Background: an optimization exercise with open tools, aiming at small area. Do not read the settings as production practice.
Function was checked by simulation only, so behaviour that the tests miss may differ from the original.
The clock port is modelled as an ideal driver, which makes a skipped or thinned clock tree look cheaper than it is; a real chip needs a root buffer or a tree.
Power figures rest on the tool's default switching activity, not on a simulated workload.

orange:
Design magicgen, start of the top module:
module magicgen (
    input  wire         clk,
    input  wire         rst,
    input  wire         cmd_valid,
    output wire         cmd_ready,
    input  wire [129:0] cmd_word,
    output wire         rsp_valid,
    input  wire         rsp_ready,
    output wire [40:0]  rsp_word
);
For scale: ~660 cells after synthesis, roughly 110 flip-flops, ~180 I/O pins, ~7200 µm² of cells after synthesis.
==> flow/config.mk <==
export PLATFORM = sky130hd
export DESIGN_NAME = magicgen
export DESIGN_NICKNAME = magicgen
export VERILOG_FILES = /design/flow/design.v
export SDC_FILE = /design/flow/constraint.sdc
export NUM_CORES = 4
export LEC_CHECK = 0
export CAP_MARGIN = 20
export CORE_MARGIN = 2
export CORE_UTILIZATION = 40
export PLACE_DENSITY = 0.6
export SLEW_MARGIN = 20
==> flow/constraint.sdc <==
create_clock -name core_clock -period 20.0 [get_ports {clk}]
set_input_delay 4.0000 -clock core_clock [delete_from_list [all_inputs] [get_ports {clk}]]
set_output_delay 4.0000 -clock core_clock [all_outputs]
set_load 0.01 [all_outputs]
standard.sh (not shown) runs the stock make flow with config.mk's settings and CLKGATE_MAP_FILE= SYNTH_SCRIPT=/design/flow/synth_recipe.tcl, a recipe that flattens the netlist after the stock synthesis.
==> flow/flow/run.sh <==
#!/bin/bash
# The standard flow's synthesis with an area-oriented ABC mapping script; the standard
# floorplan and placement with the ports buffered with buf_1; a clock tree
# built by hand (flow/my_cts.tcl: one root buffer, eight leaf buffers, one
# per eighth of the flip-flops); then the standard routing and finish.
set -euo pipefail
export OWN_WORK=$PWD
export OWN_ABC_SCRIPT=$PWD/flow/abc_area.script
PORTS="BUFFER_PORTS_ARGS=-buffer_cell sky130_fd_sc_hd__buf_1"
R=$PWD/orfs/results/sky130hd/magicgen/base
bash standard.sh "SYNTH_SCRIPT=$PWD/flow/own_synth.tcl" synth > synth.log 2>&1
bash standard.sh "$PORTS" place > place.log 2>&1
PLAT_DIR=$FLOW_HOME/platforms/sky130hd IN_ODB=$R/3_place.odb IN_SDC=$R/3_place.sdc \
  OUT_ODB=$R/4_1_cts.odb OUT_SDC=$R/4_cts.sdc \
  LEAF_BUF=sky130_fd_sc_hd__clkbuf_8 ROOT_BUF=sky130_fd_sc_hd__clkbuf_4 LEVELS=3 \
  openroad -no_init -exit flow/my_cts.tcl > cts.log 2>&1
cp $R/4_1_cts.odb $R/4_cts.odb
bash standard.sh "$PORTS" finish > layout.log 2>&1
Other scripts of this flow, unchanged in this note and not shown: flow/flow/abc_area.script, flow/flow/my_cts.tcl, flow/flow/own_synth.tcl
Edits applied to the flow inputs when going from orange to red:
# orange
export LEC_CHECK = 0
export CAP_MARGIN = 20
export CORE_MARGIN = 2
export CORE_UTILIZATION = 40
export PLACE_DENSITY = 0.6
export SLEW_MARGIN = 20
create_clock -name core_clock -period 20.0 [get_ports {clk}]
# red
export LEC_CHECK = 0
export CAP_MARGIN = 20
export CORE_MARGIN = 2
export CORE_UTILIZATION = 40
export GPL_TIMING_DRIVEN = 1
export PLACE_DENSITY = 0.6
export SLEW_MARGIN = 20
create_clock -name core_clock -period 20.0 [get_ports {clk}]
### Flow results
- Delta (red minus orange): global-route wire length before repair now sits at about the same level; global-route usage now sits at about the same level; peak clock frequency supported by timing now sits at about the same level.
- red against orange: critical path depth held, aggregate routed wire length closely matched the old numbers.
- As far as floorplan core area goes, orange and red are indistinguishable; the numbers are identical.
- The final layout from red, which completed every stage, passed the timing, design-rule and antenna checks at the end of the flow.
- orange -> red: number of nets in the layout flat
No run of this note takes its clock network from TritonCTS; it comes from the design's own scripts or RTL.

The RTL this note starts from:
==> flow/design.v <==
module magicgen (
    input  wire         clk,
    input  wire         rst,
    input  wire         cmd_valid,
    output wire         cmd_ready,
    input  wire [129:0] cmd_word,
    output wire         rsp_valid,
    input  wire         rsp_ready,
    output wire [40:0]  rsp_word
);
    localparam [3:0] PH_INIT = 4'd0;
    localparam [3:0] PH_P1   = 4'd1;
    localparam [3:0] PH_X0   = 4'd2;
    localparam [3:0] PH_P2   = 4'd3;
    localparam [3:0] PH_P3   = 4'd4;
    localparam [3:0] PH_FL   = 4'd5;
    localparam [3:0] PH_MUL  = 4'd6;
    localparam [3:0] PH_HEN  = 4'd7;
    localparam [3:0] PH_DONE = 4'd8;
    reg        rv;
    reg  [3:0] ph;
    reg  [6:0] cnt;
    reg [32:0] r1;
    reg [32:0] r2;
    reg [31:0] r3;
    reg        qs;
    reg  [1:0] st;
    reg  [1:0] opr;
    wire [1:0]  op = cmd_word[129:128];
    wire [31:0] bw = cmd_word[95:64];
    wire [63:0] a  = cmd_word[63:0];
    wire [31:0] D  = a[31:0];
    wire cMul = (op == 2'd0);
    wire cS   = (op == 2'd1);
    wire cU   = (op == 2'd2);
    wire cInv = (op == 2'd3);
    reg  nr;
    wire isMul = (opr == 2'd0);
    wire isS   = (opr == 2'd1);
    wire isU   = (opr == 2'd2);
    wire isInv = (opr == 2'd3);
    wire neg   = nr;
    wire done = (ph == PH_DONE);
    assign cmd_ready = ~rv & (~cmd_valid | done);
    assign rsp_valid = rv;
    wire oU = (opr == 2'd2);
    wire oM = opr[0] ^ opr[1];
    assign rsp_word  = {st, r2[32] & oU, {r3[6], r3[4:0]} & {6{oM}}, r2[31:0]};
    wire in_range = (a[63:32] == 32'h0) || (a[63:31] == {33{1'b1}});
    wire d_zero   = (D[31:1] == 31'h0);
    wire d_ones   = (D == 32'hFFFFFFFF);
    reg  [1:0] err;
    always @(*) begin
        err = 2'd0;
        if (!cMul && !in_range)            err = 2'd1;
        else if (cS && (d_zero || d_ones)) err = 2'd2;
        else if (cU && d_zero)             err = 2'd2;
        else if (cInv && !D[0])            err = 2'd3;
    end
    wire p_P1  = (ph == PH_P1);
    wire p_X0  = (ph == PH_X0);
    wire p_P2  = (ph == PH_P2);
    wire p_P3  = (ph == PH_P3);
    wire p_FL  = (ph == PH_FL);
    wire p_MUL = (ph == PH_MUL);
    wire p_HEN = (ph == PH_HEN);
    wire p_INI = (ph == PH_INIT);
    wire cnt_end = (cnt == r3[6:0]);
    wire [6:0] cnt_inc;
    wire       cnt_co;
    rca #(.W(7)) u_inc (.a(cnt), .b(7'd0), .ci(1'b1), .s(cnt_inc), .co(cnt_co));
    wire inv1 = ~neg & ~p_HEN;
    wire [32:0] b1 = {~p_HEN, D ^ {32{inv1}}};
    wire [32:0] s1;
    wire        ge;
    rca #(.W(33)) u_add1 (.a(r1), .b(b1), .ci(inv1), .s(s1), .co(ge));
    wire c_nx = p_P1 ? (((cnt == 7'd0) & isS) | ((cnt == 7'd31) & neg))
                     : (isU | (isInv & (cnt == 7'd32)));
    wire        take = p_HEN ? r1[0] : (ge & ~p_MUL);
    wire [32:0] sel  = take ? s1 : r1;
    wire [32:0] r1_nxt = p_HEN ? {1'b0, sel[32:1]} : {sel[31:0], c_nx};
    wire g2  = (p_P2 & ~qs) | (p_MUL & r1[31]) | p_X0;
    wire c2  = (p_P1 | p_X0) ? qs : ((p_P3 | p_FL) ? (qs ^ neg) : 1'b0);
    wire ci2 = p_X0 ? ~neg : (p_P2 ? (~qs & neg) : (p_FL & (isS | isU) & ~neg));
    wire [32:0] b2 = ({1'b0, r3} & {33{g2}}) ^ {33{p_X0}};
    wire [32:0] s2;
    wire        s2_co;
    rca #(.W(33)) u_add2 (.a({r2[31:0], c2}), .b(b2), .ci(ci2), .s(s2), .co(s2_co));
    wire x_pos  = ~s2[32] & (s2 != 33'h0);
    wire p2_stop = p_P2 & (cnt != 7'd0) & (x_pos | (isU & cnt[6]));
    wire [6:0] pfin = (cnt[6:5] == 2'b00) ? 7'd32 : cnt;
    always @(posedge clk) begin
        if (p_INI)
            r1 <= {1'b0, D[31:1] & {31{~cS & ~cU}}, (D[0] & cMul) | cU};
        else if (p_X0 || p2_stop)
            r1 <= {31'h0, isS, isU};
        else
            r1 <= r1_nxt;
        if (rst) begin
            rv <= 1'b0;
            ph <= PH_INIT;
        end else if (rv) begin
            if (rsp_ready) rv <= 1'b0;
        end else if (!cmd_valid) begin
            ph <= PH_INIT;
        end else begin
            cnt <= cnt_inc;
            case (ph)
            PH_INIT: begin
                st  <= err;
                opr <= (err != 2'd0) ? 2'd0 : op;
                r2  <= 33'h0;
                r3  <= cMul ? bw : 32'd33;
                nr  <= cS & D[31];
                qs  <= 1'b0;
                cnt <= 7'd0;
                if (err != 2'd0) ph <= PH_DONE;
                else if (cMul)   ph <= PH_MUL;
                else if (cInv)   ph <= PH_HEN;
                else             ph <= PH_P1;
            end
            PH_P1: begin
                qs <= ge;
                r2 <= s2;
                if (cnt == 7'd32) begin
                    r3 <= isU ? ~sel[31:0] : {1'b0, ~sel[30:0]};
                    ph <= PH_X0;
                end
            end
            PH_X0: begin
                r2  <= s2;
                qs  <= 1'b0;
                cnt <= 7'd0;
                ph  <= PH_P2;
            end
            PH_P2: begin
                qs <= ge;
                if (p2_stop) begin
                    r2     <= {33{neg}};
                    r3[6:0] <= pfin;
                    qs     <= 1'b0;
                    cnt    <= 7'd1;
                    ph     <= PH_P3;
                end else if (cnt != 7'd0) begin
                    r2 <= s2;
                end
            end
            PH_P3: begin
                qs <= ge;
                r2 <= s2;
                if (cnt_end) ph <= PH_FL;
            end
            PH_FL: begin
                r2 <= s2;
                ph <= PH_DONE;
            end
            PH_MUL: begin
                r2 <= s2;
                if (cnt == 7'd31) ph <= PH_DONE;
            end
            PH_HEN: begin
                if (cnt == 7'd31) begin
                    cnt <= 7'd1;
                    ph  <= PH_P3;
                end
            end
            PH_DONE: begin
                if (cmd_ready) begin
                    rv <= 1'b1;
                    ph <= PH_INIT;
                end
            end
            default: ph <= PH_INIT;
            endcase
        end
    end
endmodule
module rca #(parameter W = 8) (
    input  wire [W-1:0] a,
    input  wire [W-1:0] b,
    input  wire         ci,
    output wire [W-1:0] s,
    output wire         co
);
    wire [W:0] c;
    assign c[0] = ci;
    genvar i;
    generate
        for (i = 0; i < W; i = i + 1) begin : g_bit
            assign s[i]   = a[i] ^ b[i] ^ c[i];
            assign c[i+1] = (a[i] & b[i]) | (c[i] & (a[i] ^ b[i]));
        end
    endgenerate
    assign co = c[W];
endmodule
export LEC_CHECK = 0
export CAP_MARGIN = 20
export CORE_MARGIN = 2
export CORE_UTILIZATION = 40
export PLACE_DENSITY = 0.6
export SLEW_MARGIN = 20
create_clock -name core_clock -period 20.0 [get_ports {clk}]
==> flow/flow/run.sh <==
#!/bin/bash
# Standard synthesis, then the standard layout with: ports buffered with
# buf_1; a clock tree of a few clkbuf_8 clusters, without dummy loads.
set -euo pipefail
bash standard.sh synth > synth.log 2>&1
bash standard.sh "BUFFER_PORTS_ARGS=-buffer_cell sky130_fd_sc_hd__buf_1" \
  "CTS_ARGS=-sink_clustering_enable -repair_clock_nets -dont_use_dummy_load -buf_list sky130_fd_sc_hd__clkbuf_8 -sink_clustering_size 80 -sink_clustering_max_diameter 300" \
  finish > layout.log 2>&1
Edit:
==> flow/flow/run.sh (replaced) <==
#!/bin/bash
# The standard flow's synthesis with an area-oriented ABC mapping script, then the
# standard layout with: ports buffered with buf_1; a clock tree of a few
# clkbuf_8 clusters, without dummy loads.
set -euo pipefail
export OWN_WORK=$PWD
export OWN_ABC_SCRIPT=$PWD/flow/abc_area.script
bash standard.sh "SYNTH_SCRIPT=$PWD/flow/own_synth.tcl" synth > synth.log 2>&1
bash standard.sh "BUFFER_PORTS_ARGS=-buffer_cell sky130_fd_sc_hd__buf_1" \
  "CTS_ARGS=-sink_clustering_enable -repair_clock_nets -dont_use_dummy_load -buf_list sky130_fd_sc_hd__clkbuf_8 -sink_clustering_size 80 -sink_clustering_max_diameter 300" \
  finish > layout.log 2>&1
==> flow/flow/abc_area.script (new file) <==
&get -n
&st
&dch
&nf
&put
==> flow/flow/own_synth.tcl (new file) <==
# The standard flow's synthesis script (synth_recipe.tcl), with the final ABC mapping run
# with an area-oriented script (no buffering or gate upsizing). Registers are
# mapped before this step, so they are the same as in the standard synthesis.
proc abc {args} {
  set i [lsearch -exact $args -script]
  if { $i >= 0 } {
    set args [lreplace $args $i [expr {$i + 1}] -script $::env(OWN_ABC_SCRIPT)]
  }
  yosys abc {*}$args
}
source $::env(OWN_WORK)/synth_recipe.tcl
Result: Setup slack is worse by 0.34 ns; synthesized cell count is lower by 8.3%; routed wire length is lower by 2.0%; combinational power is higher to 3.5 times its value; register-to-register slack is worse by 0.44 ns; synthesized area is lower by 5.4%; cell count is lower by 2.9%.
Edit:
==> flow/flow/run.sh (replaced) <==
#!/bin/bash
# Standard synthesis, then the standard layout with: ports buffered with
# buf_1; a clock tree of a few clkbuf_8 clusters, without dummy loads.
set -euo pipefail
bash standard.sh synth > synth.log 2>&1
bash standard.sh "BUFFER_PORTS_ARGS=-buffer_cell sky130_fd_sc_hd__buf_1" \
  "CTS_ARGS=-sink_clustering_enable -repair_clock_nets -dont_use_dummy_load -buf_list sky130_fd_sc_hd__clkbuf_8 -sink_clustering_size 30 -sink_clustering_max_diameter 100" \
  finish > layout.log 2>&1
removed: flow/flow/abc_area.script
removed: flow/flow/own_synth.tcl
Routed wire length grows by a few percent; register-to-register slack improved by 0.44 ns; via count rises slightly; worst setup slack improves by 0.34 ns; synthesized area grows by a few percent; count of clock-buffer cells in the layout stays the same; global-route usage went down by 0.64 points; final cell count goes up by a few percent; worst hold slack is better by 0.078 ns.

==> what the ideal ports hide <==
How much do the figures lean on ideal ports? The routed layouts below were timed once more, with nothing changed but the port constraints.
Step 1 (the two cells are an assumption about what drives the block):
set clk [get_ports {clk}]
set_driving_cell -lib_cell sky130_fd_sc_hd__clkbuf_16 $clk
set_driving_cell -lib_cell sky130_fd_sc_hd__buf_2 [delete_from_list [all_inputs] $clk]
Step 2 also shifts input and output timing later by t, the mid clock arrival at the registers, as if the neighbouring blocks saw the same clock.
Three values: ideal, step 1, step 2; two values: the first two.
run | shift t [ns] | slack for setup (ns) | hold WS [ns] | clock arrival spread, ns | worst data-port slew with drivers (ns)
orange | 0.510 | 1.049 / 1.053 / 0.543 | 0.524 / 0.524 / 0.524 | 0.018 / 0.017 | 0.06
red | 0.510 | 1.049 / 1.053 / 0.543 | 0.524 / 0.524 / 0.524 | 0.018 / 0.017 | 0.06
the first run of note 2 | 0.478 | 1.434 / 1.444 / 0.966 | 0.600 / 0.600 / 0.600 | 0.031 / 0.031 | 0.04
the second run of note 2 | 0.484 | 1.095 / 1.107 / 0.623 | 0.522 / 0.522 / 0.522 | 0.031 / 0.031 | 0.05
the third run of note 2 | 0.478 | 1.434 / 1.444 / 0.966 | 0.600 / 0.600 / 0.600 | 0.031 / 0.031 | 0.04
After both steps setup and hold are still met in every run listed.
